Source: an optimization exercise on an open RTL-to-GDS flow (aim: small area, a short achievable clock period and few clock cycles per item). Production flows keep margins and buffers that such runs may drop. No functional check of the RTL was part of any run shown here. No activity file was given, so power comes from the tool's default toggle rates.

[flow/flow/run.sh]
#!/bin/bash
# The standard layout, with plain buffers (buf_1) on the ports instead of
# the flow's default port buffer cell.
export BUFFER_PORTS_ARGS="-buffer_cell sky130_fd_sc_hd__buf_1"
bash standard.sh > standard.log 2>&1
[flow/standard.sh]
#!/bin/bash
# synth_recipe.tcl (not shown) runs the flow's synth.tcl, then flattens the netlist and writes it again
# the make line also repeats each setting of config.mk as NAME=value (left out here)
make -C /OpenROAD-flow-scripts/flow DESIGN_CONFIG=/design/flow/config.mk WORK_HOME=/design/flow/orfs CLKGATE_MAP_FILE= SYNTH_SCRIPT=/design/flow/synth_recipe.tcl "${@:-finish}"
[flow/config.mk]
export PLATFORM = sky130hd
export DESIGN_NAME = j1587_msgdec
export DESIGN_NICKNAME = j1587_msgdec
export VERILOG_FILES = /design/flow/design.v
export SDC_FILE = /design/flow/constraint.sdc
export NUM_CORES = 4
export LEC_CHECK = 0
export CAP_MARGIN = 20
export CORE_MARGIN = 2
export CORE_UTILIZATION = 40
export SETUP_SLACK_MARGIN = 3.0
export SLEW_MARGIN = 20
[flow/constraint.sdc]
create_clock -name core_clock -period 7.0 [get_ports {clk}]
set_input_delay 1.4000 -clock core_clock [delete_from_list [all_inputs] [get_ports {clk}]]
set_output_delay 1.4000 -clock core_clock [all_outputs]
set_load 0.01 [all_outputs]
[flow/design.v]
module j1587_msgdec (
    input  wire         clk,
    input  wire         rst,
    input  wire         start,
    input  wire [255:0] frame,
    input  wire [5:0]   frame_len,
    output reg          done,
    output reg  [3:0]   err,
    output reg  [7:0]   mid,
    output reg  [3:0]   nparams,
    output reg  [80:0]  par_pid,    
    output reg  [44:0]  par_pos,    
    output reg  [44:0]  par_dlen    
);
    localparam [3:0] E_NONE      = 4'd0;
    localparam [3:0] E_INV_PID   = 4'd1;
    localparam [3:0] E_INV_LEN   = 4'd3;
    localparam [3:0] E_TOO_LONG  = 4'd6;
    localparam [3:0] E_TRUNC     = 4'd7;
    localparam [3:0] E_CHECKSUM  = 4'd8;
    integer i;
    genvar g;
    reg       busy;          
    reg       wt;            
    reg       quick;         
    reg [4:0] cpos;          
    reg [6:0] dr;            
    reg [3:0] slot;          
    reg [1:0] perr;          
    reg       page2;         
    reg       longr;         
    reg [12:0] csa_q;      
    reg [37:0] csb_q;
    reg       csum_bad_q;
    reg [7:0] pid_r  [0:8];
    reg [4:0] pos_r  [0:8];
    reg [4:0] dlen_r [0:8];
    wire [7:0] b0 = frame[7:0];
    wire [7:0] b1 = frame[15:8];
    wire [7:0] b2 = frame[23:16];
    wire [7:0] b3 = frame[31:24];
    wire [4:0]  len_hgt;     
    wire [4:0]  len_heq;     
    wire [7:0]  len_lgt;     
    wire [31:0] inlen;
    generate
        for (g = 0; g < 5; g = g + 1) begin : g_hi
            assign len_hgt[g] = (frame_len[5:3] > g);
            assign len_heq[g] = (frame_len[5:3] == g);
        end
        for (g = 0; g < 8; g = g + 1) begin : g_lo
            assign len_lgt[g] = (frame_len[2:0] > g);
        end
        for (g = 0; g < 32; g = g + 1) begin : g_in
            assign inlen[g] = len_hgt[g / 8] | (len_heq[g / 8] & len_lgt[g % 8]);
        end
    endgenerate
    wire pg_in = inlen[2] && (b1 == 8'hFF);
    wire [255:0] fm;
    generate
        for (g = 0; g < 32; g = g + 1) begin : g_mask
            if (g < 4) begin : g_keep
                assign fm[8*g +: 8] = frame[8*g +: 8];
            end else begin : g_cut
                assign fm[8*g +: 8] = frame[8*g +: 8] & {8{inlen[g]}};
            end
        end
    endgenerate
    wire cs1 = fm[0] ^ fm[8] ^ fm[16];
    wire cs2 = (fm[0] & fm[8]) | (fm[0] & fm[16]) | (fm[8] & fm[16]);
    wire cs3 = fm[24] ^ fm[32] ^ fm[40];
    wire cs4 = (fm[24] & fm[32]) | (fm[24] & fm[40]) | (fm[32] & fm[40]);
    wire cs5 = fm[48] ^ fm[56] ^ fm[64];
    wire cs6 = (fm[48] & fm[56]) | (fm[48] & fm[64]) | (fm[56] & fm[64]);
    wire cs7 = fm[1] ^ fm[9] ^ fm[17];
    wire cs8 = (fm[1] & fm[9]) | (fm[1] & fm[17]) | (fm[9] & fm[17]);
    wire cs9 = fm[25] ^ fm[33] ^ fm[41];
    wire cs10 = (fm[25] & fm[33]) | (fm[25] & fm[41]) | (fm[33] & fm[41]);
    wire cs11 = fm[49] ^ fm[57] ^ fm[65];
    wire cs12 = (fm[49] & fm[57]) | (fm[49] & fm[65]) | (fm[57] & fm[65]);
    wire cs13 = fm[2] ^ fm[10] ^ fm[18];
    wire cs14 = (fm[2] & fm[10]) | (fm[2] & fm[18]) | (fm[10] & fm[18]);
    wire cs15 = fm[26] ^ fm[34] ^ fm[42];
    wire cs16 = (fm[26] & fm[34]) | (fm[26] & fm[42]) | (fm[34] & fm[42]);
    wire cs17 = fm[50] ^ fm[58] ^ fm[66];
    wire cs18 = (fm[50] & fm[58]) | (fm[50] & fm[66]) | (fm[58] & fm[66]);
    wire cs19 = fm[3] ^ fm[11] ^ fm[19];
    wire cs20 = (fm[3] & fm[11]) | (fm[3] & fm[19]) | (fm[11] & fm[19]);
    wire cs21 = fm[27] ^ fm[35] ^ fm[43];
    wire cs22 = (fm[27] & fm[35]) | (fm[27] & fm[43]) | (fm[35] & fm[43]);
    wire cs23 = fm[51] ^ fm[59] ^ fm[67];
    wire cs24 = (fm[51] & fm[59]) | (fm[51] & fm[67]) | (fm[59] & fm[67]);
    wire cs25 = fm[4] ^ fm[12] ^ fm[20];
    wire cs26 = (fm[4] & fm[12]) | (fm[4] & fm[20]) | (fm[12] & fm[20]);
    wire cs27 = fm[28] ^ fm[36] ^ fm[44];
    wire cs28 = (fm[28] & fm[36]) | (fm[28] & fm[44]) | (fm[36] & fm[44]);
    wire cs29 = fm[52] ^ fm[60] ^ fm[68];
    wire cs30 = (fm[52] & fm[60]) | (fm[52] & fm[68]) | (fm[60] & fm[68]);
    wire cs31 = fm[5] ^ fm[13] ^ fm[21];
    wire cs32 = (fm[5] & fm[13]) | (fm[5] & fm[21]) | (fm[13] & fm[21]);
    wire cs33 = fm[29] ^ fm[37] ^ fm[45];
    wire cs34 = (fm[29] & fm[37]) | (fm[29] & fm[45]) | (fm[37] & fm[45]);
    wire cs35 = fm[53] ^ fm[61] ^ fm[69];
    wire cs36 = (fm[53] & fm[61]) | (fm[53] & fm[69]) | (fm[61] & fm[69]);
    wire cs37 = fm[6] ^ fm[14] ^ fm[22];
    wire cs38 = (fm[6] & fm[14]) | (fm[6] & fm[22]) | (fm[14] & fm[22]);
    wire cs39 = fm[30] ^ fm[38] ^ fm[46];
    wire cs40 = (fm[30] & fm[38]) | (fm[30] & fm[46]) | (fm[38] & fm[46]);
    wire cs41 = fm[54] ^ fm[62] ^ fm[70];
    wire cs42 = (fm[54] & fm[62]) | (fm[54] & fm[70]) | (fm[62] & fm[70]);
    wire cs43 = fm[7] ^ fm[15] ^ fm[23];
    wire cs44 = fm[31] ^ fm[39] ^ fm[47];
    wire cs45 = fm[55] ^ fm[63] ^ fm[71];
    wire cs46 = cs1 ^ cs3 ^ cs5;
    wire cs47 = (cs1 & cs3) | (cs1 & cs5) | (cs3 & cs5);
    wire cs48 = cs2 ^ cs4 ^ cs6;
    wire cs49 = (cs2 & cs4) | (cs2 & cs6) | (cs4 & cs6);
    wire cs50 = cs7 ^ cs9 ^ cs11;
    wire cs51 = (cs7 & cs9) | (cs7 & cs11) | (cs9 & cs11);
    wire cs52 = cs8 ^ cs10 ^ cs12;
    wire cs53 = (cs8 & cs10) | (cs8 & cs12) | (cs10 & cs12);
    wire cs54 = cs13 ^ cs15 ^ cs17;
    wire cs55 = (cs13 & cs15) | (cs13 & cs17) | (cs15 & cs17);
    wire cs56 = cs14 ^ cs16 ^ cs18;
    wire cs57 = (cs14 & cs16) | (cs14 & cs18) | (cs16 & cs18);
    wire cs58 = cs19 ^ cs21 ^ cs23;
    wire cs59 = (cs19 & cs21) | (cs19 & cs23) | (cs21 & cs23);
    wire cs60 = cs20 ^ cs22 ^ cs24;
    wire cs61 = (cs20 & cs22) | (cs20 & cs24) | (cs22 & cs24);
    wire cs62 = cs25 ^ cs27 ^ cs29;
    wire cs63 = (cs25 & cs27) | (cs25 & cs29) | (cs27 & cs29);
    wire cs64 = cs26 ^ cs28 ^ cs30;
    wire cs65 = (cs26 & cs28) | (cs26 & cs30) | (cs28 & cs30);
    wire cs66 = cs31 ^ cs33 ^ cs35;
    wire cs67 = (cs31 & cs33) | (cs31 & cs35) | (cs33 & cs35);
    wire cs68 = cs32 ^ cs34 ^ cs36;
    wire cs69 = (cs32 & cs34) | (cs32 & cs36) | (cs34 & cs36);
    wire cs70 = cs37 ^ cs39 ^ cs41;
    wire cs71 = (cs37 & cs39) | (cs37 & cs41) | (cs39 & cs41);
    wire cs72 = cs38 ^ cs40 ^ cs42;
    wire cs73 = cs43 ^ cs44 ^ cs45;
    wire cs74 = cs47 ^ cs48 ^ cs50;
    wire cs75 = (cs47 & cs48) | (cs47 & cs50) | (cs48 & cs50);
    wire cs76 = cs49 ^ cs51 ^ cs52;
    wire cs77 = (cs49 & cs51) | (cs49 & cs52) | (cs51 & cs52);
    wire cs78 = cs53 ^ cs55 ^ cs56;
    wire cs79 = (cs53 & cs55) | (cs53 & cs56) | (cs55 & cs56);
    wire cs80 = cs57 ^ cs59 ^ cs60;
    wire cs81 = (cs57 & cs59) | (cs57 & cs60) | (cs59 & cs60);
    wire cs82 = cs61 ^ cs63 ^ cs64;
    wire cs83 = (cs61 & cs63) | (cs61 & cs64) | (cs63 & cs64);
    wire cs84 = cs65 ^ cs67 ^ cs68;
    wire cs85 = (cs65 & cs67) | (cs65 & cs68) | (cs67 & cs68);
    wire cs86 = cs69 ^ cs71 ^ cs72;
    wire cs87 = cs75 ^ cs76 ^ cs54;
    wire cs88 = (cs75 & cs76) | (cs75 & cs54) | (cs76 & cs54);
    wire cs89 = cs77 ^ cs78 ^ cs58;
    wire cs90 = (cs77 & cs78) | (cs77 & cs58) | (cs78 & cs58);
    wire cs91 = cs79 ^ cs80 ^ cs62;
    wire cs92 = (cs79 & cs80) | (cs79 & cs62) | (cs80 & cs62);
    wire cs93 = cs81 ^ cs82 ^ cs66;
    wire cs94 = (cs81 & cs82) | (cs81 & cs66) | (cs82 & cs66);
    wire cs95 = cs83 ^ cs84 ^ cs70;
    wire cs96 = (cs83 & cs84) | (cs83 & cs70) | (cs84 & cs70);
    wire cs97 = cs85 ^ cs86 ^ cs73;
    wire [12:0] csa_d = {cs97, cs96, cs95, cs94, cs93, cs92, cs91, cs90, cs89, cs88, cs87, cs74, cs46};
    wire cs98 = fm[72] ^ fm[80] ^ fm[88];
    wire cs99 = (fm[72] & fm[80]) | (fm[72] & fm[88]) | (fm[80] & fm[88]);
    wire cs100 = fm[96] ^ fm[104] ^ fm[112];
    wire cs101 = (fm[96] & fm[104]) | (fm[96] & fm[112]) | (fm[104] & fm[112]);
    wire cs102 = fm[120] ^ fm[128] ^ fm[136];
    wire cs103 = (fm[120] & fm[128]) | (fm[120] & fm[136]) | (fm[128] & fm[136]);
    wire cs104 = fm[144] ^ fm[152] ^ fm[160];
    wire cs105 = (fm[144] & fm[152]) | (fm[144] & fm[160]) | (fm[152] & fm[160]);
    wire cs106 = fm[168] ^ fm[176] ^ fm[184];
    wire cs107 = (fm[168] & fm[176]) | (fm[168] & fm[184]) | (fm[176] & fm[184]);
    wire cs108 = fm[192] ^ fm[200] ^ fm[208];
    wire cs109 = (fm[192] & fm[200]) | (fm[192] & fm[208]) | (fm[200] & fm[208]);
    wire cs110 = fm[216] ^ fm[224] ^ fm[232];
    wire cs111 = (fm[216] & fm[224]) | (fm[216] & fm[232]) | (fm[224] & fm[232]);
    wire cs112 = fm[73] ^ fm[81] ^ fm[89];
    wire cs113 = (fm[73] & fm[81]) | (fm[73] & fm[89]) | (fm[81] & fm[89]);
    wire cs114 = fm[97] ^ fm[105] ^ fm[113];
    wire cs115 = (fm[97] & fm[105]) | (fm[97] & fm[113]) | (fm[105] & fm[113]);
    wire cs116 = fm[121] ^ fm[129] ^ fm[137];
    wire cs117 = (fm[121] & fm[129]) | (fm[121] & fm[137]) | (fm[129] & fm[137]);
    wire cs118 = fm[145] ^ fm[153] ^ fm[161];
    wire cs119 = (fm[145] & fm[153]) | (fm[145] & fm[161]) | (fm[153] & fm[161]);
    wire cs120 = fm[169] ^ fm[177] ^ fm[185];
    wire cs121 = (fm[169] & fm[177]) | (fm[169] & fm[185]) | (fm[177] & fm[185]);
    wire cs122 = fm[193] ^ fm[201] ^ fm[209];
    wire cs123 = (fm[193] & fm[201]) | (fm[193] & fm[209]) | (fm[201] & fm[209]);
    wire cs124 = fm[217] ^ fm[225] ^ fm[233];
    wire cs125 = (fm[217] & fm[225]) | (fm[217] & fm[233]) | (fm[225] & fm[233]);
    wire cs126 = fm[74] ^ fm[82] ^ fm[90];
    wire cs127 = (fm[74] & fm[82]) | (fm[74] & fm[90]) | (fm[82] & fm[90]);
    wire cs128 = fm[98] ^ fm[106] ^ fm[114];
    wire cs129 = (fm[98] & fm[106]) | (fm[98] & fm[114]) | (fm[106] & fm[114]);
    wire cs130 = fm[122] ^ fm[130] ^ fm[138];
    wire cs131 = (fm[122] & fm[130]) | (fm[122] & fm[138]) | (fm[130] & fm[138]);
    wire cs132 = fm[146] ^ fm[154] ^ fm[162];
    wire cs133 = (fm[146] & fm[154]) | (fm[146] & fm[162]) | (fm[154] & fm[162]);
    wire cs134 = fm[170] ^ fm[178] ^ fm[186];
    wire cs135 = (fm[170] & fm[178]) | (fm[170] & fm[186]) | (fm[178] & fm[186]);
    wire cs136 = fm[194] ^ fm[202] ^ fm[210];
    wire cs137 = (fm[194] & fm[202]) | (fm[194] & fm[210]) | (fm[202] & fm[210]);
    wire cs138 = fm[218] ^ fm[226] ^ fm[234];
    wire cs139 = (fm[218] & fm[226]) | (fm[218] & fm[234]) | (fm[226] & fm[234]);
    wire cs140 = fm[75] ^ fm[83] ^ fm[91];
    wire cs141 = (fm[75] & fm[83]) | (fm[75] & fm[91]) | (fm[83] & fm[91]);
    wire cs142 = fm[99] ^ fm[107] ^ fm[115];
    wire cs143 = (fm[99] & fm[107]) | (fm[99] & fm[115]) | (fm[107] & fm[115]);
    wire cs144 = fm[123] ^ fm[131] ^ fm[139];
    wire cs145 = (fm[123] & fm[131]) | (fm[123] & fm[139]) | (fm[131] & fm[139]);
    wire cs146 = fm[147] ^ fm[155] ^ fm[163];
    wire cs147 = (fm[147] & fm[155]) | (fm[147] & fm[163]) | (fm[155] & fm[163]);
    wire cs148 = fm[171] ^ fm[179] ^ fm[187];
    wire cs149 = (fm[171] & fm[179]) | (fm[171] & fm[187]) | (fm[179] & fm[187]);
    wire cs150 = fm[195] ^ fm[203] ^ fm[211];
    wire cs151 = (fm[195] & fm[203]) | (fm[195] & fm[211]) | (fm[203] & fm[211]);
    wire cs152 = fm[219] ^ fm[227] ^ fm[235];
    wire cs153 = (fm[219] & fm[227]) | (fm[219] & fm[235]) | (fm[227] & fm[235]);
    wire cs154 = fm[76] ^ fm[84] ^ fm[92];
    wire cs155 = (fm[76] & fm[84]) | (fm[76] & fm[92]) | (fm[84] & fm[92]);
    wire cs156 = fm[100] ^ fm[108] ^ fm[116];
    wire cs157 = (fm[100] & fm[108]) | (fm[100] & fm[116]) | (fm[108] & fm[116]);
    wire cs158 = fm[124] ^ fm[132] ^ fm[140];
    wire cs159 = (fm[124] & fm[132]) | (fm[124] & fm[140]) | (fm[132] & fm[140]);
    wire cs160 = fm[148] ^ fm[156] ^ fm[164];
    wire cs161 = (fm[148] & fm[156]) | (fm[148] & fm[164]) | (fm[156] & fm[164]);
    wire cs162 = fm[172] ^ fm[180] ^ fm[188];
    wire cs163 = (fm[172] & fm[180]) | (fm[172] & fm[188]) | (fm[180] & fm[188]);
    wire cs164 = fm[196] ^ fm[204] ^ fm[212];
    wire cs165 = (fm[196] & fm[204]) | (fm[196] & fm[212]) | (fm[204] & fm[212]);
    wire cs166 = fm[220] ^ fm[228] ^ fm[236];
    wire cs167 = (fm[220] & fm[228]) | (fm[220] & fm[236]) | (fm[228] & fm[236]);
    wire cs168 = fm[77] ^ fm[85] ^ fm[93];
    wire cs169 = (fm[77] & fm[85]) | (fm[77] & fm[93]) | (fm[85] & fm[93]);
    wire cs170 = fm[101] ^ fm[109] ^ fm[117];
    wire cs171 = (fm[101] & fm[109]) | (fm[101] & fm[117]) | (fm[109] & fm[117]);
    wire cs172 = fm[125] ^ fm[133] ^ fm[141];
    wire cs173 = (fm[125] & fm[133]) | (fm[125] & fm[141]) | (fm[133] & fm[141]);
    wire cs174 = fm[149] ^ fm[157] ^ fm[165];
    wire cs175 = (fm[149] & fm[157]) | (fm[149] & fm[165]) | (fm[157] & fm[165]);
    wire cs176 = fm[173] ^ fm[181] ^ fm[189];
    wire cs177 = (fm[173] & fm[181]) | (fm[173] & fm[189]) | (fm[181] & fm[189]);
    wire cs178 = fm[197] ^ fm[205] ^ fm[213];
    wire cs179 = (fm[197] & fm[205]) | (fm[197] & fm[213]) | (fm[205] & fm[213]);
    wire cs180 = fm[221] ^ fm[229] ^ fm[237];
    wire cs181 = (fm[221] & fm[229]) | (fm[221] & fm[237]) | (fm[229] & fm[237]);
    wire cs182 = fm[78] ^ fm[86] ^ fm[94];
    wire cs183 = (fm[78] & fm[86]) | (fm[78] & fm[94]) | (fm[86] & fm[94]);
    wire cs184 = fm[102] ^ fm[110] ^ fm[118];
    wire cs185 = (fm[102] & fm[110]) | (fm[102] & fm[118]) | (fm[110] & fm[118]);
    wire cs186 = fm[126] ^ fm[134] ^ fm[142];
    wire cs187 = (fm[126] & fm[134]) | (fm[126] & fm[142]) | (fm[134] & fm[142]);
    wire cs188 = fm[150] ^ fm[158] ^ fm[166];
    wire cs189 = (fm[150] & fm[158]) | (fm[150] & fm[166]) | (fm[158] & fm[166]);
    wire cs190 = fm[174] ^ fm[182] ^ fm[190];
    wire cs191 = (fm[174] & fm[182]) | (fm[174] & fm[190]) | (fm[182] & fm[190]);
    wire cs192 = fm[198] ^ fm[206] ^ fm[214];
    wire cs193 = (fm[198] & fm[206]) | (fm[198] & fm[214]) | (fm[206] & fm[214]);
    wire cs194 = fm[222] ^ fm[230] ^ fm[238];
    wire cs195 = (fm[222] & fm[230]) | (fm[222] & fm[238]) | (fm[230] & fm[238]);
    wire cs196 = fm[79] ^ fm[87] ^ fm[95];
    wire cs197 = fm[103] ^ fm[111] ^ fm[119];
    wire cs198 = fm[127] ^ fm[135] ^ fm[143];
    wire cs199 = fm[151] ^ fm[159] ^ fm[167];
    wire cs200 = fm[175] ^ fm[183] ^ fm[191];
    wire cs201 = fm[199] ^ fm[207] ^ fm[215];
    wire cs202 = fm[223] ^ fm[231] ^ fm[239];
    wire cs203 = cs98 ^ cs100 ^ cs102;
    wire cs204 = (cs98 & cs100) | (cs98 & cs102) | (cs100 & cs102);
    wire cs205 = cs104 ^ cs106 ^ cs108;
    wire cs206 = (cs104 & cs106) | (cs104 & cs108) | (cs106 & cs108);
    wire cs207 = cs110 ^ fm[240] ^ fm[248];
    wire cs208 = (cs110 & fm[240]) | (cs110 & fm[248]) | (fm[240] & fm[248]);
    wire cs209 = cs99 ^ cs101 ^ cs103;
    wire cs210 = (cs99 & cs101) | (cs99 & cs103) | (cs101 & cs103);
    wire cs211 = cs105 ^ cs107 ^ cs109;
    wire cs212 = (cs105 & cs107) | (cs105 & cs109) | (cs107 & cs109);
    wire cs213 = cs111 ^ cs112 ^ cs114;
    wire cs214 = (cs111 & cs112) | (cs111 & cs114) | (cs112 & cs114);
    wire cs215 = cs116 ^ cs118 ^ cs120;
    wire cs216 = (cs116 & cs118) | (cs116 & cs120) | (cs118 & cs120);
    wire cs217 = cs122 ^ cs124 ^ fm[241];
    wire cs218 = (cs122 & cs124) | (cs122 & fm[241]) | (cs124 & fm[241]);
    wire cs219 = cs113 ^ cs115 ^ cs117;
    wire cs220 = (cs113 & cs115) | (cs113 & cs117) | (cs115 & cs117);
    wire cs221 = cs119 ^ cs121 ^ cs123;
    wire cs222 = (cs119 & cs121) | (cs119 & cs123) | (cs121 & cs123);
    wire cs223 = cs125 ^ cs126 ^ cs128;
    wire cs224 = (cs125 & cs126) | (cs125 & cs128) | (cs126 & cs128);
    wire cs225 = cs130 ^ cs132 ^ cs134;
    wire cs226 = (cs130 & cs132) | (cs130 & cs134) | (cs132 & cs134);
    wire cs227 = cs136 ^ cs138 ^ fm[242];
    wire cs228 = (cs136 & cs138) | (cs136 & fm[242]) | (cs138 & fm[242]);
    wire cs229 = cs127 ^ cs129 ^ cs131;
    wire cs230 = (cs127 & cs129) | (cs127 & cs131) | (cs129 & cs131);
    wire cs231 = cs133 ^ cs135 ^ cs137;
    wire cs232 = (cs133 & cs135) | (cs133 & cs137) | (cs135 & cs137);
    wire cs233 = cs139 ^ cs140 ^ cs142;
    wire cs234 = (cs139 & cs140) | (cs139 & cs142) | (cs140 & cs142);
    wire cs235 = cs144 ^ cs146 ^ cs148;
    wire cs236 = (cs144 & cs146) | (cs144 & cs148) | (cs146 & cs148);
    wire cs237 = cs150 ^ cs152 ^ fm[243];
    wire cs238 = (cs150 & cs152) | (cs150 & fm[243]) | (cs152 & fm[243]);
    wire cs239 = cs141 ^ cs143 ^ cs145;
    wire cs240 = (cs141 & cs143) | (cs141 & cs145) | (cs143 & cs145);
    wire cs241 = cs147 ^ cs149 ^ cs151;
    wire cs242 = (cs147 & cs149) | (cs147 & cs151) | (cs149 & cs151);
    wire cs243 = cs153 ^ cs154 ^ cs156;
    wire cs244 = (cs153 & cs154) | (cs153 & cs156) | (cs154 & cs156);
    wire cs245 = cs158 ^ cs160 ^ cs162;
    wire cs246 = (cs158 & cs160) | (cs158 & cs162) | (cs160 & cs162);
    wire cs247 = cs164 ^ cs166 ^ fm[244];
    wire cs248 = (cs164 & cs166) | (cs164 & fm[244]) | (cs166 & fm[244]);
    wire cs249 = cs155 ^ cs157 ^ cs159;
    wire cs250 = (cs155 & cs157) | (cs155 & cs159) | (cs157 & cs159);
    wire cs251 = cs161 ^ cs163 ^ cs165;
    wire cs252 = (cs161 & cs163) | (cs161 & cs165) | (cs163 & cs165);
    wire cs253 = cs167 ^ cs168 ^ cs170;
    wire cs254 = (cs167 & cs168) | (cs167 & cs170) | (cs168 & cs170);
    wire cs255 = cs172 ^ cs174 ^ cs176;
    wire cs256 = (cs172 & cs174) | (cs172 & cs176) | (cs174 & cs176);
    wire cs257 = cs178 ^ cs180 ^ fm[245];
    wire cs258 = (cs178 & cs180) | (cs178 & fm[245]) | (cs180 & fm[245]);
    wire cs259 = cs169 ^ cs171 ^ cs173;
    wire cs260 = (cs169 & cs171) | (cs169 & cs173) | (cs171 & cs173);
    wire cs261 = cs175 ^ cs177 ^ cs179;
    wire cs262 = (cs175 & cs177) | (cs175 & cs179) | (cs177 & cs179);
    wire cs263 = cs181 ^ cs182 ^ cs184;
    wire cs264 = (cs181 & cs182) | (cs181 & cs184) | (cs182 & cs184);
    wire cs265 = cs186 ^ cs188 ^ cs190;
    wire cs266 = (cs186 & cs188) | (cs186 & cs190) | (cs188 & cs190);
    wire cs267 = cs192 ^ cs194 ^ fm[246];
    wire cs268 = (cs192 & cs194) | (cs192 & fm[246]) | (cs194 & fm[246]);
    wire cs269 = cs183 ^ cs185 ^ cs187;
    wire cs270 = cs189 ^ cs191 ^ cs193;
    wire cs271 = cs195 ^ cs196 ^ cs197;
    wire cs272 = cs198 ^ cs199 ^ cs200;
    wire cs273 = cs201 ^ cs202 ^ fm[247];
    wire cs274 = cs203 ^ cs205 ^ cs207;
    wire cs275 = (cs203 & cs205) | (cs203 & cs207) | (cs205 & cs207);
    wire cs276 = cs204 ^ cs206 ^ cs208;
    wire cs277 = (cs204 & cs206) | (cs204 & cs208) | (cs206 & cs208);
    wire cs278 = cs209 ^ cs211 ^ cs213;
    wire cs279 = (cs209 & cs211) | (cs209 & cs213) | (cs211 & cs213);
    wire cs280 = cs215 ^ cs217 ^ fm[249];
    wire cs281 = (cs215 & cs217) | (cs215 & fm[249]) | (cs217 & fm[249]);
    wire cs282 = cs210 ^ cs212 ^ cs214;
    wire cs283 = (cs210 & cs212) | (cs210 & cs214) | (cs212 & cs214);
    wire cs284 = cs216 ^ cs218 ^ cs219;
    wire cs285 = (cs216 & cs218) | (cs216 & cs219) | (cs218 & cs219);
    wire cs286 = cs221 ^ cs223 ^ cs225;
    wire cs287 = (cs221 & cs223) | (cs221 & cs225) | (cs223 & cs225);
    wire cs288 = cs220 ^ cs222 ^ cs224;
    wire cs289 = (cs220 & cs222) | (cs220 & cs224) | (cs222 & cs224);
    wire cs290 = cs226 ^ cs228 ^ cs229;
    wire cs291 = (cs226 & cs228) | (cs226 & cs229) | (cs228 & cs229);
    wire cs292 = cs231 ^ cs233 ^ cs235;
    wire cs293 = (cs231 & cs233) | (cs231 & cs235) | (cs233 & cs235);
    wire cs294 = cs230 ^ cs232 ^ cs234;
    wire cs295 = (cs230 & cs232) | (cs230 & cs234) | (cs232 & cs234);
    wire cs296 = cs236 ^ cs238 ^ cs239;
    wire cs297 = (cs236 & cs238) | (cs236 & cs239) | (cs238 & cs239);
    wire cs298 = cs241 ^ cs243 ^ cs245;
    wire cs299 = (cs241 & cs243) | (cs241 & cs245) | (cs243 & cs245);
    wire cs300 = cs240 ^ cs242 ^ cs244;
    wire cs301 = (cs240 & cs242) | (cs240 & cs244) | (cs242 & cs244);
    wire cs302 = cs246 ^ cs248 ^ cs249;
    wire cs303 = (cs246 & cs248) | (cs246 & cs249) | (cs248 & cs249);
    wire cs304 = cs251 ^ cs253 ^ cs255;
    wire cs305 = (cs251 & cs253) | (cs251 & cs255) | (cs253 & cs255);
    wire cs306 = cs250 ^ cs252 ^ cs254;
    wire cs307 = (cs250 & cs252) | (cs250 & cs254) | (cs252 & cs254);
    wire cs308 = cs256 ^ cs258 ^ cs259;
    wire cs309 = (cs256 & cs258) | (cs256 & cs259) | (cs258 & cs259);
    wire cs310 = cs261 ^ cs263 ^ cs265;
    wire cs311 = (cs261 & cs263) | (cs261 & cs265) | (cs263 & cs265);
    wire cs312 = cs260 ^ cs262 ^ cs264;
    wire cs313 = cs266 ^ cs268 ^ cs269;
    wire cs314 = cs270 ^ cs271 ^ cs272;
    wire cs315 = cs275 ^ cs276 ^ cs278;
    wire cs316 = (cs275 & cs276) | (cs275 & cs278) | (cs276 & cs278);
    wire cs317 = cs277 ^ cs279 ^ cs281;
    wire cs318 = (cs277 & cs279) | (cs277 & cs281) | (cs279 & cs281);
    wire cs319 = cs282 ^ cs284 ^ cs286;
    wire cs320 = (cs282 & cs284) | (cs282 & cs286) | (cs284 & cs286);
    wire cs321 = cs283 ^ cs285 ^ cs287;
    wire cs322 = (cs283 & cs285) | (cs283 & cs287) | (cs285 & cs287);
    wire cs323 = cs288 ^ cs290 ^ cs292;
    wire cs324 = (cs288 & cs290) | (cs288 & cs292) | (cs290 & cs292);
    wire cs325 = cs289 ^ cs291 ^ cs293;
    wire cs326 = (cs289 & cs291) | (cs289 & cs293) | (cs291 & cs293);
    wire cs327 = cs294 ^ cs296 ^ cs298;
    wire cs328 = (cs294 & cs296) | (cs294 & cs298) | (cs296 & cs298);
    wire cs329 = cs295 ^ cs297 ^ cs299;
    wire cs330 = (cs295 & cs297) | (cs295 & cs299) | (cs297 & cs299);
    wire cs331 = cs300 ^ cs302 ^ cs304;
    wire cs332 = (cs300 & cs302) | (cs300 & cs304) | (cs302 & cs304);
    wire cs333 = cs301 ^ cs303 ^ cs305;
    wire cs334 = (cs301 & cs303) | (cs301 & cs305) | (cs303 & cs305);
    wire cs335 = cs306 ^ cs308 ^ cs310;
    wire cs336 = (cs306 & cs308) | (cs306 & cs310) | (cs308 & cs310);
    wire cs337 = cs307 ^ cs309 ^ cs311;
    wire cs338 = cs312 ^ cs313 ^ cs314;
    wire [37:0] csb_d = {fm[255], cs273, cs338, cs337, cs336, cs334, fm[254], cs267, cs335, cs333, cs332, cs330, fm[253], cs257, cs331, cs329, cs328, cs326, fm[252], cs247, cs327, cs325, cs324, cs322, fm[251], cs237, cs323, cs321, cs320, cs318, fm[250], cs227, cs319, cs317, cs316, cs280, cs315, cs274};
    wire cs339 = csa_q[1] ^ csb_q[1] ^ csb_q[2];
    wire cs340 = (csa_q[1] & csb_q[1]) | (csa_q[1] & csb_q[2]) | (csb_q[1] & csb_q[2]);
    wire cs341 = csa_q[2] ^ csb_q[3] ^ csb_q[4];
    wire cs342 = (csa_q[2] & csb_q[3]) | (csa_q[2] & csb_q[4]) | (csb_q[3] & csb_q[4]);
    wire cs343 = csb_q[5] ^ csb_q[6] ^ csb_q[7];
    wire cs344 = (csb_q[5] & csb_q[6]) | (csb_q[5] & csb_q[7]) | (csb_q[6] & csb_q[7]);
    wire cs345 = csa_q[3] ^ csa_q[4] ^ csb_q[8];
    wire cs346 = (csa_q[3] & csa_q[4]) | (csa_q[3] & csb_q[8]) | (csa_q[4] & csb_q[8]);
    wire cs347 = csb_q[9] ^ csb_q[10] ^ csb_q[11];
    wire cs348 = (csb_q[9] & csb_q[10]) | (csb_q[9] & csb_q[11]) | (csb_q[10] & csb_q[11]);
    wire cs349 = csa_q[5] ^ csa_q[6] ^ csb_q[14];
    wire cs350 = (csa_q[5] & csa_q[6]) | (csa_q[5] & csb_q[14]) | (csa_q[6] & csb_q[14]);
    wire cs351 = csb_q[15] ^ csb_q[16] ^ csb_q[17];
    wire cs352 = (csb_q[15] & csb_q[16]) | (csb_q[15] & csb_q[17]) | (csb_q[16] & csb_q[17]);
    wire cs353 = csa_q[7] ^ csa_q[8] ^ csb_q[20];
    wire cs354 = (csa_q[7] & csa_q[8]) | (csa_q[7] & csb_q[20]) | (csa_q[8] & csb_q[20]);
    wire cs355 = csb_q[21] ^ csb_q[22] ^ csb_q[23];
    wire cs356 = (csb_q[21] & csb_q[22]) | (csb_q[21] & csb_q[23]) | (csb_q[22] & csb_q[23]);
    wire cs357 = csa_q[9] ^ csa_q[10] ^ csb_q[26];
    wire cs358 = (csa_q[9] & csa_q[10]) | (csa_q[9] & csb_q[26]) | (csa_q[10] & csb_q[26]);
    wire cs359 = csb_q[27] ^ csb_q[28] ^ csb_q[29];
    wire cs360 = (csb_q[27] & csb_q[28]) | (csb_q[27] & csb_q[29]) | (csb_q[28] & csb_q[29]);
    wire cs361 = csa_q[11] ^ csa_q[12] ^ csb_q[32];
    wire cs362 = csb_q[33] ^ csb_q[34] ^ csb_q[35];
    wire cs363 = cs340 ^ cs341 ^ cs343;
    wire cs364 = (cs340 & cs341) | (cs340 & cs343) | (cs341 & cs343);
    wire cs365 = cs342 ^ cs344 ^ cs345;
    wire cs366 = (cs342 & cs344) | (cs342 & cs345) | (cs344 & cs345);
    wire cs367 = cs347 ^ csb_q[12] ^ csb_q[13];
    wire cs368 = (cs347 & csb_q[12]) | (cs347 & csb_q[13]) | (csb_q[12] & csb_q[13]);
    wire cs369 = cs346 ^ cs348 ^ cs349;
    wire cs370 = (cs346 & cs348) | (cs346 & cs349) | (cs348 & cs349);
    wire cs371 = cs351 ^ csb_q[18] ^ csb_q[19];
    wire cs372 = (cs351 & csb_q[18]) | (cs351 & csb_q[19]) | (csb_q[18] & csb_q[19]);
    wire cs373 = cs350 ^ cs352 ^ cs353;
    wire cs374 = (cs350 & cs352) | (cs350 & cs353) | (cs352 & cs353);
    wire cs375 = cs355 ^ csb_q[24] ^ csb_q[25];
    wire cs376 = (cs355 & csb_q[24]) | (cs355 & csb_q[25]) | (csb_q[24] & csb_q[25]);
    wire cs377 = cs354 ^ cs356 ^ cs357;
    wire cs378 = (cs354 & cs356) | (cs354 & cs357) | (cs356 & cs357);
    wire cs379 = cs359 ^ csb_q[30] ^ csb_q[31];
    wire cs380 = (cs359 & csb_q[30]) | (cs359 & csb_q[31]) | (csb_q[30] & csb_q[31]);
    wire cs381 = cs358 ^ cs360 ^ cs361;
    wire cs382 = cs362 ^ csb_q[36] ^ csb_q[37];
    wire cs383 = cs364 ^ cs365 ^ cs367;
    wire cs384 = (cs364 & cs365) | (cs364 & cs367) | (cs365 & cs367);
    wire cs385 = cs366 ^ cs368 ^ cs369;
    wire cs386 = (cs366 & cs368) | (cs366 & cs369) | (cs368 & cs369);
    wire cs387 = cs370 ^ cs372 ^ cs373;
    wire cs388 = (cs370 & cs372) | (cs370 & cs373) | (cs372 & cs373);
    wire cs389 = cs374 ^ cs376 ^ cs377;
    wire cs390 = (cs374 & cs376) | (cs374 & cs377) | (cs376 & cs377);
    wire cs391 = cs378 ^ cs380 ^ cs381;
    wire cs392 = cs384 ^ cs385 ^ cs371;
    wire cs393 = (cs384 & cs385) | (cs384 & cs371) | (cs385 & cs371);
    wire cs394 = cs386 ^ cs387 ^ cs375;
    wire cs395 = (cs386 & cs387) | (cs386 & cs375) | (cs387 & cs375);
    wire cs396 = cs388 ^ cs389 ^ cs379;
    wire cs397 = (cs388 & cs389) | (cs388 & cs379) | (cs389 & cs379);
    wire cs398 = cs390 ^ cs391 ^ cs382;
    wire csum_bad_d = (csa_q[0] ^ csb_q[0]) |
        (cs339 ^ 1'b0 ^ (csa_q[0] | csb_q[0])) |
        (cs363 ^ 1'b0 ^ (cs339 | 1'b0)) |
        (cs383 ^ 1'b0 ^ (cs363 | 1'b0)) |
        (cs392 ^ 1'b0 ^ (cs383 | 1'b0)) |
        (cs393 ^ cs394 ^ (cs392 | 1'b0)) |
        (cs395 ^ cs396 ^ (cs393 | cs394)) |
        (cs397 ^ cs398 ^ (cs395 | cs396));
    wire csum_bad_a = (csa_q[0] ^ 1'b0) |
        (csa_q[1] ^ 1'b0 ^ (csa_q[0] | 1'b0)) |
        (csa_q[2] ^ 1'b0 ^ (csa_q[1] | 1'b0)) |
        (csa_q[3] ^ csa_q[4] ^ (csa_q[2] | 1'b0)) |
        (csa_q[5] ^ csa_q[6] ^ (csa_q[3] | csa_q[4])) |
        (csa_q[7] ^ csa_q[8] ^ (csa_q[5] | csa_q[6])) |
        (csa_q[9] ^ csa_q[10] ^ (csa_q[7] | csa_q[8])) |
        (csa_q[11] ^ csa_q[12] ^ (csa_q[9] | csa_q[10]));
    function [20:0] step;
        input [4:0] p;
        input [7:0] l;
        input [7:0] n;
        input [6:0] d;
        reg       e;
        reg [1:0] c;
        reg       f;
        reg [4:0] dl;
        reg [4:0] nx;
        reg [6:0] dn;
        reg       dneg;      
        reg       nfit;      
        reg       neq;       
        begin
            dneg = d[6];
            nfit = (n[7:5] == 3'd0) && (n[4:0] <= d[4:0]);
            neq  = (n[7:5] == 3'd0) && (n[4:0] == d[4:0]);
            e  = 1'b0;
            c  = 2'd2;
            f  = 1'b0;
            dl = 5'd1;
            nx = p + 5'd2;
            dn = d - 7'd2;
            if (dneg && d != 7'h7F) begin
                e = 1'b1;
            end else if (l == 8'hFF) begin
                e = 1'b1;
                c = 2'd1;
            end else if (!l[7]) begin
                e = dneg;
                f = (d == 7'd0);
            end else if (!l[6]) begin
                e  = dneg || (d == 7'd0);
                f  = (d == 7'd1);
                dl = 5'd2;
                nx = p + 5'd3;
                dn = d - 7'd3;
            end else if (l != 8'hFE) begin
                e  = dneg || !nfit;
                f  = !dneg && neq;
                dl = n[4:0];
                nx = p + 5'd2 + n[4:0];
                dn = d - 7'd2 - {2'b00, n[4:0]};
            end else begin
                e  = dneg;
                f  = 1'b1;
                dl = d[4:0];
            end
            step = {e, c, f, dl, nx, dn};
        end
    endfunction
    reg [6:0] lm4, lm5;
    always @* begin
        lm4 = 7'd0;
        lm5 = 7'd0;
        for (i = 0; i < 64; i = i + 1)
            if (frame_len == i) begin
                lm4 = i - 4;
                lm5 = i - 5;
            end
    end
    wire [7:0]  l0  = pg_in ? b2 : b1;
    wire [7:0]  n0  = pg_in ? b3 : b2;
    wire [20:0] st0 = step({3'b000, pg_in, ~pg_in}, l0, n0, pg_in ? lm5 : lm4);
    reg [31:0] csel;
    always @* begin
        csel = 32'd0;
        for (i = 0; i < 32; i = i + 1)
            if (cpos == i) csel[i] = 1'b1;
    end
    reg [7:0] lm, nm;
    always @* begin
        lm = 8'd0;
        nm = 8'd0;
        for (i = 3; i < 31; i = i + 1) begin
            lm = lm | (frame[8*i +: 8] & {8{csel[i]}});
            nm = nm | (frame[8*i+8 +: 8] & {8{csel[i]}});
        end
    end
    wire [20:0] stm = step(cpos, lm, nm, dr);
    wire [20:0] s  = start ? st0 : stm;
    wire [7:0]  l  = start ? l0 : lm;
    wire [3:0]  k  = start ? 4'd0 : slot;
    wire       s_err  = s[20];
    wire [1:0] s_code = s[19:18];
    wire       s_fin  = s[17];
    wire [4:0] s_dl   = s[16:12];
    wire [4:0] s_next = s[11:7];
    wire [6:0] s_dn   = s[6:0];
    wire act  = start | (busy & ~wt);
    wire fin  = act & (s_err | s_fin);
    wire hold = start & s_fin & ~s_err & inlen[9];
    always @(posedge clk) begin
        mid        <= b0;
        page2      <= pg_in;
        longr      <= inlen[21];
        csa_q      <= csa_d;
        csb_q      <= csb_d;
        csum_bad_q <= csum_bad_d;
        quick      <= start;
        if (rst) begin
            busy <= 1'b0;
            done <= 1'b0;
        end else begin
            busy <= (act & ~fin) | hold;
            done <= (fin & ~hold) | (busy & wt);
        end
        wt <= hold;
        cpos <= s_next;
        dr   <= s_dn;
        if (act) begin
            slot <= k + 4'd1;
            perr <= s_err ? s_code : 2'd0;
        end
        for (i = 0; i < 9; i = i + 1)
            if (k == i) begin
                pid_r[i]  <= l;
                pos_r[i]  <= cpos;
                dlen_r[i] <= s_dl;
            end
    end
    always @* begin
        case (perr)
            2'd1:    err = E_INV_PID;
            2'd2:    err = E_TRUNC;
            2'd3:    err = E_INV_LEN;
            default: err = (quick ? csum_bad_a : csum_bad_q) ? E_CHECKSUM :
                           (longr ? E_TOO_LONG : E_NONE);
        endcase
        nparams = slot;
        for (i = 0; i < 9; i = i + 1) begin
            par_pid[9*i +: 9]  = {page2, pid_r[i]};
            par_pos[5*i +: 5]  = (i == 0) ? {3'b000, page2, ~page2} : pos_r[i];
            par_dlen[5*i +: 5] = dlen_r[i];
        end
    end
endmodule
==> results of run 1 <==
==> layout make-up <==
| type | instances | area, um^2 |
|---|---|---|
| inverters | 217 | 828 |
| clock buffers | 28 | 679 |
| multi-input cells | 1416 | 13900 |
| flip-flops and latches | 241 | 6500 |
| fillers | 4478 | 22700 |
| well taps | 672 | 841 |
| repair buffers | 684 | 4270 |
| clock inverters | 22 | 206 |
==> layer usage <==
layer | track usage [%] | vias up | wire (um)
li1 | - | 8162 | -
met4 | 23.2 | 6 | 7810
met3 | 10.5 | 438 | 12300
met1 | 48.7 | 9799 | 38400
met5 | 0 | - | 99
met2 | 54.9 | 1639 | 42800
==> cell usage in the layout, fill, tap and decap left out, types with 36 or more instances in the layout <==
master    instances
nor2_1           59
a22oi_1          55
xnor2_1          71
o21ai_0          42
fa_2             67
nor2b_1          88
buf_1           432
fa_1            120
and2_1           63
ha_1             36
edfxtp_1        165
inv_1           180
buf_4           163
dfxtp_1          67
nand2_1         109
a21oi_1          40
==> timing repair <==
action                     4_1_cts  5_1_grt
gates resized for setup        237      167
pin swaps                      116      129
setup buffers                  122       66
gates cloned                     6        2
setup endpoints to repair      169       97
==> worst max-delay path, delay by kind of cell <==
kind	cells	cell delay (ns)
AO/OA/AOI/OAI	1	0.24
adder cells (fa/ha/maj)	4	2.06
buffers and inverters	6	0.62
AND/OR/NAND/NOR	2	0.44
==> logic make-up (layout without fill, tap and decap cells) <==
group	Yosys count	count (layout)	share of synthesized area, %
AO/OA/AOI/OAI	393	395	14.0
XOR/XNOR	101	101	4.38
adder cells (fa/ha/maj)	240	240	21.8
buffers and inverters	332	951	6.86
flip-flops	241	241	32.1
multiplexers	61	61	3.46
other	1	3	0.0186
AND/OR/NAND/NOR	615	616	17.4
==> power groups by stage <==
stage	clock [mW]	sequential [mW]	combinational, mW
final	1.42	2.14	8.64
after global routing	1.49	2.17	9.20
after CTS	1.43	2.17	7.67
after detailed placement	0	2.33	6.70
after global placement	0	2.32	6.60
after floorplan	0	2.13	4.56
==> per-stage QoR <==
stage,cell area (um^2),worst slack [ns],hold slack (ns)
floorplan,20800,2.43,0.443
global placement,23000,1.42,0.453
detailed placement,23000,1.22,0.462
CTS,26100,2.84,0.463
global route,27300,2.69,0.488
finish,27300,2.74,0.448
==> state kept, by name, summed over array words and instances (netlist names) <==
signal and flops:
pid_r 72, dlen_r 45, pos_r 40, csb_q 38, csa_q 13, mid 8, dr 7, cpos 5
slot 4, perr 2, busy 1, csum_bad_q 1, done 1, longr 1, page2 1, quick 1
wt 1
==> how the worst max path moves through the flow <==
stage,from,to,cells after the start
floorplan,frame[14],dr[5],18
finish,frame_len[4],csb_q[11],13
CTS,frame_len[4],busy,17
global placement,frame_len[1],dlen_r[2][0],13
global route,frame_len[4],csa_q[12],16
detailed placement,frame_len[1],dlen_r[7][0],13
==> metrics.md, run 1 <==
| Metric | Value |
|---|---|
| Run status | complete, no violations |
| Routed Antenna Nets | 0 |
| Final std cells w/o fill | 3280 |
| Core ar. | 0.0500 mm^2 |
| Hold EP | done |
| Critical R2R Capture | dr[6] |
| CTS Buf Count | 27 |
| Clk latency of the worst-skew pair | 0.59 ns |
| Netlist cell types | 90 |
| Post-synth top area cell | edfxtp_1 |
| Main synth FF type | edfxtp_1 |
| Switch Pwr | 5.76 mW |
| Clock root cell | clkbuf_16 |
| Placement Rows | 82 |
| Fmax achieved | 235 MHz |
| Area contributors post-synth | edfxtp_1 (25%), fa_1 (19%), dfxtp_1 (7.5%), inv_1 (4.0%), nor2b_1 (3.6%) |
| Comb power frac | 70.8% |
| CTS max path bufs | 3 |
| Int Pwr | 6.44 mW |
| VDD IR-drop max | 690 uV |
| Fin crit share | 60.8% |
| Post-synth top cells | inv_1 (216), fa_1 (187), edfxtp_1 (165), nand2_1 (129), nor2b_1 (116) |
| Final net count | 3092 |
| Routed WL | 101000 um |
| Clock network power share | 11.6% |
| Crit path required time | 7.51 ns |
| Die area | 0.0523 mm^2 |
| # H-tree levels | 1 |
| CTS hold repair buffers | 0 |
| Largest net degree at the start of global routing | 55 |
| Hold Startpoint | wt |
| Die Ht | 229 um |
| Slew of the pin with the lowest slew margin | 1.07 ns |
| Vias in the first global route | 19600 |
| Via count | 20000 |
| Startpoint Class | primary input |
| CTS clk-pin slew, worst paths | 0.06 ns |
| Crit-path max cell delay | 0.55 ns |
| Yosys top cell area share | 24.5% |
| Fraction of power spent switching nets | 47.2% |
| Synth Warn # | 4 |
| R2R setup slack | 2.83 ns |
| # port buffers | 449 |
| DR DRC count | 0 |
| First-pass GRT wire length | 141000 um |
| Clock tree sinks | 241 |
| Worst-path cell chain | buf_6 > buf_8 > or2_4 > buf_6 > a21o_4 > buf_12 > and2_4 > fa_1 > inv_1 > fa_1 > fa_2 > inv_2 > fa_2 |
| Post-synth EDFFs | 165 |
| RR Startpoint | cpos[0] |
| Detailed-router iteration count before antenna repair | 8 |
| Final-report hold violation count | 0 |
| Pwr Total | 12.2 mW |
| Critical path type | primary input to register |
| Seq pwr share | 17.6% |
| Unrepaired setup endpoints after global routing | true |
| Cells after Synth | 1984 |
| DR WL/cell | 30.9 um |
| Placed cell count | 3034 |
| P per Cell Area | 448 mW/mm^2 |
| Leakage power | 10.5 nW |
| Reg2Reg Depth | 19 |
| Min Tclk post-route | 4.26 ns |
| Worst Path Arrival | 4.77 ns |
| Seq/Total Area, Yosys | 32.1% |
| Initial Util | 40.4% |
| Syn_area_per_cell | 10.2 um^2 |
| Hold WC Path Type | register to register |
| Top-count cell post-synth | inv_1 |
| Via/cell ratio | 6.11 |
| Iteration-0 DRC count of the detailed router | 2535 |
| Area growth syn-to-layout | 35.0% |
| CP Capture Type | register |
| CP max stage cell | fa_2 |
| Async SR Flop Fraction | 0% |
| CTS tree | built |
| Total track usage | 37.4% |
| Post-layout util | 54.6% |
| #FFs+latches synth | 241 |
| Die width | 229 um |
| Max-cap violations | 0 |
| Share of cells above drive strength 1 | 25.8% |
| Rel. slew slack | 27.8% |
| Io pins | 453 |
| Setup TNS | 0 ns |
| Placer congestion estimate | 1.05 |
| Cell count of the worst hold path | 2 |
| Crit-path max FO | 6 |
| Mapped Area | 0.0202 mm^2 |
| GR Overflow Total | 0 |
| Setup violators final | 0 |
| Diode count | 0 |
| Layout Skew | 0.0244 ns |
| Antenna violations before repair | 5 |
| Dpl hpwl | 75500 um |
| Count of pins over their slew limit | 0 |
==> inputs of run 2 (changes only) <==
--- a/flow/design.v
+++ b/flow/design.v
@@ -25,6 +25,8 @@
     reg       quick;         
     reg [4:0] cpos;          
     reg [6:0] dr;            
+    reg [7:0] lr;            
+    reg [7:0] nr;            
     reg [3:0] slot;          
     reg [1:0] perr;          
     reg       page2;         
@@ -544,27 +546,12 @@
                 lm5 = i - 5;
             end
     end
-    wire [7:0]  l0  = pg_in ? b2 : b1;
-    wire [7:0]  n0  = pg_in ? b3 : b2;
-    wire [20:0] st0 = step({3'b000, pg_in, ~pg_in}, l0, n0, pg_in ? lm5 : lm4);
-    reg [31:0] csel;
-    always @* begin
-        csel = 32'd0;
-        for (i = 0; i < 32; i = i + 1)
-            if (cpos == i) csel[i] = 1'b1;
-    end
-    reg [7:0] lm, nm;
-    always @* begin
-        lm = 8'd0;
-        nm = 8'd0;
-        for (i = 3; i < 31; i = i + 1) begin
-            lm = lm | (frame[8*i +: 8] & {8{csel[i]}});
-            nm = nm | (frame[8*i+8 +: 8] & {8{csel[i]}});
-        end
-    end
-    wire [20:0] stm = step(cpos, lm, nm, dr);
-    wire [20:0] s  = start ? st0 : stm;
-    wire [7:0]  l  = start ? l0 : lm;
+    wire [20:0] st1 = step(5'd1, b1, b2, lm4);
+    wire [20:0] st2 = step(5'd2, b2, b3, lm5);
+    wire [20:0] stm = step(cpos, lr, nr, dr);
+    wire [20:0] s  = start ? (pg_in ? st2 : st1) : stm;
+    wire [7:0]  l  = start ? (pg_in ? b2 : b1) : lr;
+    wire [4:0]  p  = start ? {3'b000, pg_in, ~pg_in} : cpos;
     wire [3:0]  k  = start ? 4'd0 : slot;
     wire       s_err  = s[20];
     wire [1:0] s_code = s[19:18];
@@ -572,6 +559,10 @@
     wire [4:0] s_dl   = s[16:12];
     wire [4:0] s_next = s[11:7];
     wire [6:0] s_dn   = s[6:0];
+    wire [255:0] frame_l = {frame[255:32], {4{frame[31:24]}}};
+    wire [255:0] frame_n = {8'h00, frame[255:40], {4{frame[39:32]}}};
+    wire [7:0]   lf = frame_l[{s_next, 3'b000} +: 8];
+    wire [7:0]   nf = frame_n[{s_next, 3'b000} +: 8];
     wire act  = start | (busy & ~wt);
     wire fin  = act & (s_err | s_fin);
     wire hold = start & s_fin & ~s_err & inlen[9];
@@ -593,6 +584,8 @@
         wt <= hold;
         cpos <= s_next;
         dr   <= s_dn;
+        lr   <= lf;
+        nr   <= nf;
         if (act) begin
             slot <= k + 4'd1;
             perr <= s_err ? s_code : 2'd0;
@@ -600,7 +593,7 @@
         for (i = 0; i < 9; i = i + 1)
             if (k == i) begin
                 pid_r[i]  <= l;
-                pos_r[i]  <= cpos;
+                pos_r[i]  <= p;
                 dlen_r[i] <= s_dl;
             end
     end
==> flow/flow/run.sh (replaced) <==
#!/bin/bash
# The standard layout, with two changes:
#  - plain buffers (buf_1) on the ports instead of the flow's default port
#    buffer cell;
#  - after the standard synthesis, fixinv.py removes the inverters that
#    synthesis leaves around full adders (choosing, per full adder, whether
#    it takes its inputs complemented); Yosys then proves the new netlist
#    equivalent to synthesis's, and the flow goes on from the new netlist
#    (or from synthesis's own, if anything here fails).
export BUFFER_PORTS_ARGS="-buffer_cell sky130_fd_sc_hd__buf_1"
bash standard.sh synth > synth.log 2>&1 || exit 1
R=orfs/results/sky130hd/j1587_msgdec/base
LIB=$FLOW_HOME/platforms/sky130hd/lib/sky130_fd_sc_hd__tt_025C_1v80.lib
cp $R/1_2_yosys.v synth_netlist.v
if python3 flow/fixinv.py synth_netlist.v fixed_netlist.v > fixinv.log 2>&1; then
  cat > eq.ys <<EOY
read_liberty -ignore_miss_func $LIB
read_verilog synth_netlist.v
rename $FLOW_TOP gold
read_verilog fixed_netlist.v
rename $FLOW_TOP gate
flatten
opt_clean
cd gate
rename -hide w:_* w:fixinv*
cd gold
rename -hide w:_*
cd
equiv_make gold gate equiv
hierarchy -top equiv
equiv_simple -seq 2
equiv_induct
equiv_status -assert
EOY
  if timeout 1200 yosys -q eq.ys > eq.log 2>&1; then
    echo "equivalence proven; using fixed_netlist.v" >> fixinv.log
    cp fixed_netlist.v $R/1_2_yosys.v
    rm -f $R/1_synth.odb $R/1_synth.sdc
  else
    echo "equivalence not proven; using synthesis's netlist" >> fixinv.log
  fi
fi
bash standard.sh > standard.log 2>&1
==> flow/flow/fixinv.py (new file) <==
#!/usr/bin/env python3
"""Remove inverters around full adders in a Yosys-written sky130 netlist.

A full adder is self-dual: FA(~a, ~b, ~c) = (~sum, ~cout). Synthesis leaves
inverters on many full-adder inputs and outputs; this chooses, per full
adder, whether to feed it the complemented inputs, so as to need as few
inverters as possible, and rewrites the inverters accordingly (one inverter
per signal whose loads need its complement). The logic is unchanged.

usage: fixinv.py IN.v OUT.v"""
import re, sys
from collections import defaultdict

src = open(sys.argv[1]).read()
m = re.search(r'^(module\s.*?;\n)(.*?)(^endmodule)', src, re.S | re.M)
head, body, tail_kw = m.group(1), m.group(2), m.group(3)
pre, post = src[:m.start()], src[m.end():]

cell_re = re.compile(r'^  (sky130_fd_sc_hd__\w+) (\S+ ?) \(\n(.*?)\n  \);\n', re.S | re.M)
pin_re = re.compile(r'\.(\w+)\((.*?)\)(?:,)?\s*$', re.M)
OUTPINS = {'X', 'Y', 'Q', 'Q_N', 'SUM', 'COUT'}

cells = []      # [type, name, [(pin, net)]]
first = None
last = None
for cm in cell_re.finditer(body):
    if first is None:
        first = cm.start()
    elif body[last:cm.start()].strip():
        sys.exit('fixinv: unparsed text between cells: %r' % body[last:cm.start()][:200])
    last = cm.end()
    pins = [(p, n) for p, n in pin_re.findall(cm.group(3))]
    cells.append([cm.group(1), cm.group(2), pins])
decl = body[:first]
rest = body[last:]
if rest.strip():
    sys.exit('fixinv: unparsed text after the cells: %r' % rest[:200])

def is_inv(t):
    b = t.replace('sky130_fd_sc_hd__', '')
    return re.match(r'(clk)?inv(lp)?_\d+$', b) is not None
def is_fa(t):
    return re.match(r'sky130_fd_sc_hd__fa_\d+$', t) is not None

# ports
outports = set()
inports = set()
for d, w, n in re.findall(r'^\s*(input|output)\s+(\[\d+:\d+\]\s+)?(\S+);', head + decl, re.M):
    (outports if d == 'output' else inports).add(n)
def base(net):
    net = net.strip()
    if net.startswith('\\'):
        nm = net[1:].split()[0]
    else:
        nm = net
    return re.sub(r'\[\d+\]$', '', nm)
def is_port_net(net):
    return base(net) in outports

driver = {}
for ci, (t, name, pins) in enumerate(cells):
    for p, n in pins:
        if p in OUTPINS:
            driver[n.strip()] = (ci, p)

# removable inverters: not driving an output port net
removable = set()
for ci, (t, name, pins) in enumerate(cells):
    if is_inv(t):
        d = dict(pins)
        if not is_port_net(d['Y']) and d['A'].strip() not in ('', ):
            removable.add(ci)

memo = {}
def root(net):
    net = net.strip()
    if net in memo:
        return memo[net]
    r = (net, 0)
    if net in driver:
        ci, p = driver[net]
        if ci in removable:
            a = dict(cells[ci][2])['A'].strip()
            s, par = root(a)
            r = (s, par ^ 1)
    memo[net] = r
    return r

# loads: (ci, pin index) for non-removable cells' input pins
loads = []      # (ci, pi, src, par)
for ci, (t, name, pins) in enumerate(cells):
    if ci in removable:
        continue
    for pi, (p, n) in enumerate(pins):
        if p in OUTPINS or n.strip() == '':
            continue
        s, par = root(n)
        loads.append((ci, pi, s, par))
# port loads: output port nets driven by a removable inverter cannot happen
# (those inverters are kept); nets named in `rest` (assigns) are treated as
# fixed loads on themselves.
extra_fixed = set(re.findall(r'(\\\S+ |[\w$]+(?:\[\d+\])?)', rest)) if rest.strip() else set()

fa_ids = [ci for ci, c in enumerate(cells) if is_fa(c[0])]
pi_ = defaultdict(int)
def src_pi(s):
    if s in driver:
        ci, p = driver[s]
        if is_fa(cells[ci][0]):
            return pi_[ci]
    return 0

by_src = defaultdict(list)
for l in loads:
    by_src[l[2]].append(l)
fa_srcs = defaultdict(set)   # fa -> sources touching it (its inputs' sources and its outputs)
for ci, pi, s, par in loads:
    if is_fa(cells[ci][0]):
        fa_srcs[ci].add(s)
for ci in fa_ids:
    for p, n in cells[ci][2]:
        if p in OUTPINS:
            fa_srcs[ci].add(n.strip())

def need(l):
    ci, pi, s, par = l
    v = par ^ src_pi(s)
    if is_fa(cells[ci][0]):
        v ^= pi_[ci]
    return v
def cost_src(s):
    return 1 if any(need(l) for l in by_src.get(s, [])) else 0
def local_cost(ci):
    return sum(cost_src(s) for s in fa_srcs[ci])

before = sum(cost_src(s) for s in by_src)
improved = True
rounds = 0
while improved and rounds < 50:
    improved = False
    rounds += 1
    for ci in fa_ids:
        c0 = local_cost(ci)
        pi_[ci] ^= 1
        c1 = local_cost(ci)
        if c1 < c0:
            improved = True
        else:
            pi_[ci] ^= 1
after = sum(cost_src(s) for s in by_src)
n_rm = len(removable)

# rebuild
def esc(n):
    n = n.strip()
    return n + ' ' if n.startswith('\\') else n
newinv = {}
out_cells = []
cnt = 0
def inv_net(s):
    global cnt
    if s not in newinv:
        cnt += 1
        newinv[s] = ('fixinv_n%d' % cnt, 'fixinv_i%d' % cnt)
    return newinv[s][0]
for ci, pi, s, par in loads:
    t, name, pins = cells[ci]
    v = need((ci, pi, s, par))
    p = pins[pi][0]
    pins[pi] = (p, inv_net(s) if v else s)
text = []
for ci, (t, name, pins) in enumerate(cells):
    if ci in removable:
        continue
    text.append('  %s %s (\n%s\n  );\n' % (t, name, ',\n'.join('    .%s(%s)' % (p, esc(n)) for p, n in pins)))
for s, (net, name) in newinv.items():
    text.append('  sky130_fd_sc_hd__inv_1 %s (\n    .A(%s),\n    .Y(%s)\n  );\n' % (name, esc(s), net))
wires = ''.join('  wire %s;\n' % net for net, name in newinv.values())
open(sys.argv[2], 'w').write(pre + head + decl + wires + ''.join(text) + rest + tail_kw + post)
sys.stderr.write('fixinv: %d inverters before (%d removable), %d signals needing one, %d after; %d full adders flipped, %d rounds\n'
                 % (sum(1 for c in cells if is_inv(c[0])), n_rm, before, len(newinv) + (sum(1 for c in cells if is_inv(c[0])) - n_rm), sum(pi_.values()), rounds))
==> metrics.md, run 2 <==
| Metric | Value |
|---|---|
| Largest net degree at the start of global routing | 71 (+29%) |
| Antenna violations before repair | 4 (-1) |
| Layout Skew | 0.0221 ns (-0.00224 ns) |
| Io pins | 453 (unchanged) |
| Die area | 0.0547 mm^2 (+4.4%) |
| Setup TNS | 0 ns (unchanged) |
| # H-tree levels | 1 (unchanged) |
| Final-report hold violation count | 0 (unchanged) |
| Footprint of the multi-input gates | 0.0144 mm^2 (+3.4%) |
| Syn_area_per_cell | 9.86 um^2 (-3.2%) |
| Routed WL | 99200 um (-2.1%) |
| CP Capture Type | register |
| Die width | 234 um (+2.2%) |
| Clock root cell | clkbuf_16 |
| Crit path required time | 7.47 ns (-0.04 ns) |
| Biggest register | pid_r |
| Dpl hpwl | 71400 um (-5.4%) |
| Placed cell count | 3177 (+4.7%) |
| Run status | complete, no violations |
| Most common cell after layout, fill and taps aside | buf_1 |
| Fillers | 4670 (+4.3%) |
| Final net count | 3228 (+4.4%) |
| Cells after Synth | 2142 (+8.0%) |
| Crit-path max FO | 7 (+1) |
| Clock tree sinks | 257 (+6.6%) |
| Final std cells w/o fill | 3423 (+4.4%) |
| CTS clk-pin slew, worst paths | 0.07 ns (about the same) |
| FF/Latch Area | 0.00679 mm^2 (+4.5%) |
| Share of cells above drive strength 1 | 20.5% (-5.3 points) |
| Critical path type | primary input to register |
| Clk latency of the worst-skew pair | 0.58 ns (about the same) |
| Routed Antenna Nets | 0 (unchanged) |
| Synth Warn # | 4 (unchanged) |
| CTS max path bufs | 3 (unchanged) |
| Hold WC Path Type | register to register |
| Clock network power share | 13.8% (+2.2 points) |
| Post-layout util | 53.1% (-1.4 points) |
| Area growth syn-to-layout | 31.7% |
| DR DRC count | 0 (unchanged) |
| CTS tree | built |
| Fin crit share | 58.9% (-2.0 points) |
| DR WL/cell | 29.0 um (-6.2%) |
| Vias in the first global route | 20100 (+2.5%) |
| # port buffers | 449 (unchanged) |
| Mapped Area | 0.0211 mm^2 (+4.5%) |
| Count of pins over their slew limit | 0 (unchanged) |
| Comb power frac | 66.5% (-4.3 points) |
| Via count | 21000 (+4.7%) |
| Placement Rows | 84 (+2.4%) |
| Iteration-0 DRC count of the detailed router | 2827 (+12%) |
| Placer congestion estimate | 1.03 (-1.3%) |
| Most frequent cells in the layout | buf_1 (430), nand2_1 (242), edfxtp_1 (164), buf_4 (146), a21oi_1 (132) |
| Slew of the pin with the lowest slew margin | 1.16 ns (+0.0964 ns) |
| Initial Util | 40.3% (-0.087 points) |
| P per Cell Area | 419 mW/mm^2 (-6.3%) |
| Fraction of power spent switching nets | 47.1% (-0.091 points) |
| Via/cell ratio | 6.13 (+0.32%) |
| First-pass GRT wire length | 136000 um (-3.2%) |
| Total track usage | 34.5% (-2.8 points) |
| Core ar. | 0.0523 mm^2 (+4.8%) |
| VDD IR-drop max | 891 uV (+29%) |
| Setup violators final | 0 (unchanged) |
| CTS hold repair buffers | 0 (unchanged) |
| Leakage power | 10.6 nW (+0.64%) |
| Fmax achieved | 243 MHz (+3.3%) |
| Rel. slew slack | 20.3% (-7.5 points) |
| CTS Buf Count | 29 (+7.4%) |
| Top flop regs | pid_r x72, dlen_r x45, pos_r x40 |
| Startpoint Class | primary input |
| Detailed-router iteration count before antenna repair | 10 (+2) |
| Min Tclk post-route | 4.12 ns (-0.137 ns) |
| Seq pwr share | 19.7% (+2.1 points) |
| GR Overflow Total | 0 (unchanged) |
| Max-cap violations | 0 (unchanged) |
| Switch Pwr | 5.49 mW (-4.6%) |
| Unrepaired setup endpoints after global routing | true |
| Die Ht | 234 um (+2.2%) |
| Int Pwr | 6.17 mW (-4.3%) |
| Worst Path Arrival | 4.59 ns (-0.18 ns) |
| Max FFs per register | 72 (unchanged) |
-- run 2: cell types whose count changed in the layout (fill, tap and decap cells not counted), moves of 21 or more --
cell,change
nand3b_1,-21
a21oi_1,+92
dfxtp_1,+22
nor2_1,+21
a211oi_1,+38
inv_2,-27
a22o_1,-27
a32oi_1,+22
o22ai_1,+21
and3_1,+27
inv_1,-96
ha_1,+24
nand2_1,+133
a22oi_1,-27
-- run 2: layout make-up --
cell class | count | share of cell area, %
multi-input combinational | 1651 | 51.9
sequential | 257 | 24.4
timing repair buffer | 673 | 15.6
tap | 688 | 3.09
clock buffer | 32 | 2.65
inverter | 97 | 1.43
clock inverter | 22 | 0.927
timing repair inverter | 1 | 0.0315
antenna | 2 | 0.0180
-- run 2: per-layer routing --
| layer | track usage (%) | part of all wire (%) | vias to the layer above |
|---|---|---|---|
| met5 | 0 | 0.013 | - |
| met4 | 17.1 | 6.7 | 2 |
| met3 | 8.99 | 13 | 422 |
| met2 | 54.1 | 43 | 1692 |
| met1 | 44.3 | 38 | 10100 |
| li1 | - | - | 8754 |
-- run 2: critical path: stages --
cell,delay [ns]
buf_12,0.13
xnor2_4,0.21
ha_4,0.17
a311o_1,0.31
nand4_1,0.22
a221o_4,0.49
and2_4,0.20
clkinvlp_4,0.10
buf_12,0.14
buf_12,0.12
mux4_2,0.49
or3_4,0.38
a21oi_2,0.16
a211oi_2,0.05
-- run 2: per-stage QoR --
stage	hold WS (ns)	area, um^2	setup WS, ns	power [mW]
finish	0.483	27800	2.88	11.7
global route	0.517	27800	2.82	12.2
CTS	0.491	26800	2.93	10.7
detailed placement	0.477	23700	0.656	8.69
global placement	0.456	23700	0.803	8.57
floorplan	0.438	21700	2.59	6.69
-- run 2: worst paths after layout --
check               start  endpoint  slack, ns  cells after the start
max reg2reg         dr[0]     nr[6]       3.03                     14
min                  busy      done       0.48                      2
max          frame_len[1]     nr[7]       2.88                     14
min reg2reg          busy      done       0.48                      2
-- run 2: timing repair --
item / CTS / global route
gates cloned: 10 / 11
pin swaps: 71 / 87
setup endpoints to repair: 184 / 40
setup buffers: 125 / 44
gates resized for setup: 190 / 106
-- run 2: power by group through the flow --
stage / clock network, mW / registers, mW / logic [mW]
6_report: 1.61 / 2.30 / 7.75
2_1_floorplan: 0 / 2.17 / 4.53
3_3_place_gp: 0 / 2.31 / 6.26
5_1_grt: 1.70 / 2.31 / 8.22
4_1_cts: 1.63 / 2.28 / 6.82
3_5_place_dp: 0 / 2.31 / 6.38

## static timing again, ports no longer ideal
No port has a modelled driver above. Below, the same layouts with a new extraction and two added sets of constraints. Step 1 assumes that a clkbuf_16 drives the clock port and a buf_2 every other input. Step 2, shift: input delay + t, output delay - t, t = (earliest + latest rising clock arrival at the registers) / 2. This alone moves slack from input paths to output paths. Slacks: ideal ports / drivers / drivers and shift; pairs: ideal ports / drivers.
run	shift t [ns]	setup WS [ns]	worst hold slack (ns)	slew at the worst register clock pin (ns)
run 1	0.633	2.742 / 2.764 / 2.131	0.448 / 0.448 / 0.448	0.07 / 0.07
run 2	0.629	2.879 / 2.819 / 2.190	0.483 / 0.483 / 0.483	0.07 / 0.07
After both steps setup and hold are still met in every run listed. The setup slack of run 2, which loses most, moves by -0.060 ns with the drivers and by -0.689 ns with both steps.
